This is an optimization exercise on Yosys and OpenROAD, whose aim is small area, a short achievable clock period and few clock cycles, not a production implementation.
No activity file was given, so power comes from the tool's default toggle rates.

## its_block
module its_block (
    input  wire         clk,
    input  wire         rst,         
    input  wire         req_valid,
    output wire         req_ready,
    input  wire [31:0]  req_word,    
    output reg          resp_valid,
    output wire [31:0]  resp_word,   
    output wire [191:0] rec,         
    input  wire         tick,
    input  wire [3:0]   ch_pins,
    output wire         mem_rd,
    output wire [9:0]   mem_addr,
    input  wire [7:0]   mem_rdata
);
==> flow/config.mk <==
export PLATFORM = sky130hd
export DESIGN_NAME = its_block
export DESIGN_NICKNAME = its_block
export VERILOG_FILES = /design/flow/design.v
export SDC_FILE = /design/flow/constraint.sdc
export NUM_CORES = 4
export LEC_CHECK = 0
export CAP_MARGIN = 20
export CORE_MARGIN = 2
export CORE_UTILIZATION = 40
export CTS_CLUSTER_DIAMETER = 80
export CTS_CLUSTER_SIZE = 30
export SLEW_MARGIN = 20
==> flow/constraint.sdc <==
create_clock -name core_clock -period 10.0 [get_ports {clk}]
set_input_delay 2.0000 -clock core_clock [delete_from_list [all_inputs] [get_ports {clk}]]
set_output_delay 2.0000 -clock core_clock [all_outputs]
set_load 0.01 [all_outputs]
standard.sh (not shown) runs the stock make flow with config.mk's settings and CLKGATE_MAP_FILE= SYNTH_SCRIPT=/design/flow/synth_recipe.tcl, a recipe that flattens the netlist after the stock synthesis.
==> flow/flow/run.sh <==
#!/bin/bash
# Standard ORFS layout (the standard.sh), with timing repair aiming below the clock
# period and small port buffers.
set -euo pipefail
bash standard.sh SETUP_SLACK_MARGIN=6.5 'BUFFER_PORTS_ARGS=-buffer_cell sky130_fd_sc_hd__buf_2' finish > standard_finish.log 2>&1
Rerun with:
--- a/flow/design.v
+++ b/flow/design.v
@@ -252,28 +252,24 @@
     wire        op_cmd     = op_b && (op == OP_CHCMD);
     wire        cmd_c      = op_cmd && (cmd_code == 4'hC);
     wire        cmd_b      = op_cmd && (cmd_code == 4'hB);
     wire        cmd_9      = op_cmd && (cmd_code == 4'h9) && (ch_delta > cmd_k);
     wire [15:0] wait_n  = dlv ? wait_d : (op_ldw ? qv : wait_t);
     wire [15:0] msg_n   = dlv ? msg_d  : (op_ldm ? qv : (op_armm ? dly_rl : msg_t));
     wire [15:0] elem_n  = dlv ? elem_d : ((op_lde || init_ok) ? qv : elem_t);
     wire [15:0] crc_n   = op_crcclr ? 16'd0 : ((op_crcbyte || crc_ok) ? crc_out : crc_acc);
     wire [3:0]  base_n  = op_latch ? pins : (cmd_c ? cmd_k : ch_base);
     wire [3:0]  delta_n = (cmd_c || cmd_9) ? 4'd0 : (cmd_b ? ch_delta + cmd_k : ch_delta);
     wire        reload_n = (op_latch || cmd_c || cmd_b || cmd_9) ? 1'b1 :
                            (op_selact ? 1'b0 : reload_req);
-    wire [3:0]  act_n   = op_latch ? pins + ch_delta :
-                          cmd_c    ? cmd_k :
-                          cmd_b    ? ch_active + cmd_k :
-                          cmd_9    ? ch_base : ch_active;
     reg        b_store;      
     reg [1:0]  b_st, b_aux;
     reg [15:0] b_val;
     always @* begin
         b_store = 1'b0;
         b_st    = 2'd0;
         b_aux   = 2'd0;
         b_val   = 16'd0;
         if (!legal) begin
             b_st = 2'd3;
         end else begin
             case (op)
@@ -287,25 +283,25 @@
                         b_val = crc_n;
             OP_CRCCHAN, OP_CRCCMPC, OP_CRCMSG, OP_CRCCMPM, OP_MSGCHK, OP_TINIT,
             OP_SELIDX, OP_SELACT, OP_SELNEXT:
                         b_store = 1'b1;
             OP_LDW, OP_RDW:
                         b_val = wait_n;
             OP_LDM, OP_RDM, OP_ARMM:
                         b_val = msg_n;
             OP_LDE, OP_RDE:
                         b_val = elem_n;
             OP_EDGE:    b_val = {15'd0, edge_flag};
             OP_CHLATCH, OP_CHCMD, OP_CHRD: begin
-                b_val = {3'd0, reload_n, act_n, delta_n, base_n};
+                b_val = {3'd0, reload_n, base_n + delta_n, delta_n, base_n};
                 if (op == OP_CHCMD) begin
                     if (cmd_code == 4'hC || cmd_code == 4'hB || cmd_9)
                         b_aux = 2'd3;
                     else if (cmd_code == 4'h9)
                         b_aux = 2'd1;
                 end
             end
             default: ;
             endcase
         end
     end
     wire        sel_fb   = c_act && m_sel && (tg2 == 2'd2) && sel_empty && !fb &&
@@ -522,25 +518,25 @@
                     err_flag <= 1'b1;
                 if (m_hdr)
                     msg_valid <= found && dok;
             end
             if (fin && crc_acc != qv)
                 err_flag <= 1'b1;
             wait_t     <= wait_n;
             msg_t      <= msg_n;
             elem_t     <= elem_n;
             crc_acc    <= crc_n;
             ch_base    <= base_n;
             ch_delta   <= delta_n;
-            ch_active  <= act_n;
+            ch_active  <= base_n + delta_n;
             reload_req <= reload_n;
             if (op_lde || init_ok)
                 elem_rl <= qv;
             if (init_ok)
                 dly_rl <= w[31:16];
             if (dlv && e_fire)
                 edge_flag <= 1'b1;
             else if (op_edge || init_ok)
                 edge_flag <= 1'b0;
             if (tick && tick_mask)
                 tick_pending <= 1'b1;
             else if (op_unm)
- The new run produced a clean layout
- via count is about the same
- wire length increases by about 2.5%
- combinational power increases by about 9%
- sequential cell count does not change
- synthesized area decreases by 2.7%
- setup slack is worse by 0.091 ns
- clock-buffer cell count increases by 1
- synthesized cell count decreases by about 3.5%
- sequential share of layout area increases by 0.23 points
- register-to-register slack is worse by 0.18 ns
- clock skew increases by 0.011 ns
Function was not checked in any run of this note: the RTL went through the layout flow alone.

## static timing again, ports no longer ideal
Ports are ideal in the flow. The routed layouts listed here were re-timed in OpenROAD. Step 1, drivers: a clkbuf_16 drives clk and a buf_2 each remaining input, both assumed. Step 2 also shifts input and output timing later by t, the mid clock arrival at the registers, as if the neighbouring blocks saw the same clock. Three values: ideal ports, drivers, drivers and shift; two values: the first two.
run | t, ns | setup WS [ns] | worst setup path at the end | cell pins on the clock port's net
the first run | 0.649 | 6.519 / 6.522 / 5.899 | input to register | 1
the second run | 0.661 | 6.428 / 6.428 / 5.981 | input to register | 1
After both steps every run listed still meets setup and hold. For the first run, which loses most, drivers alone change the setup slack by +0.003 ns; drivers and shift together by -0.620 ns.
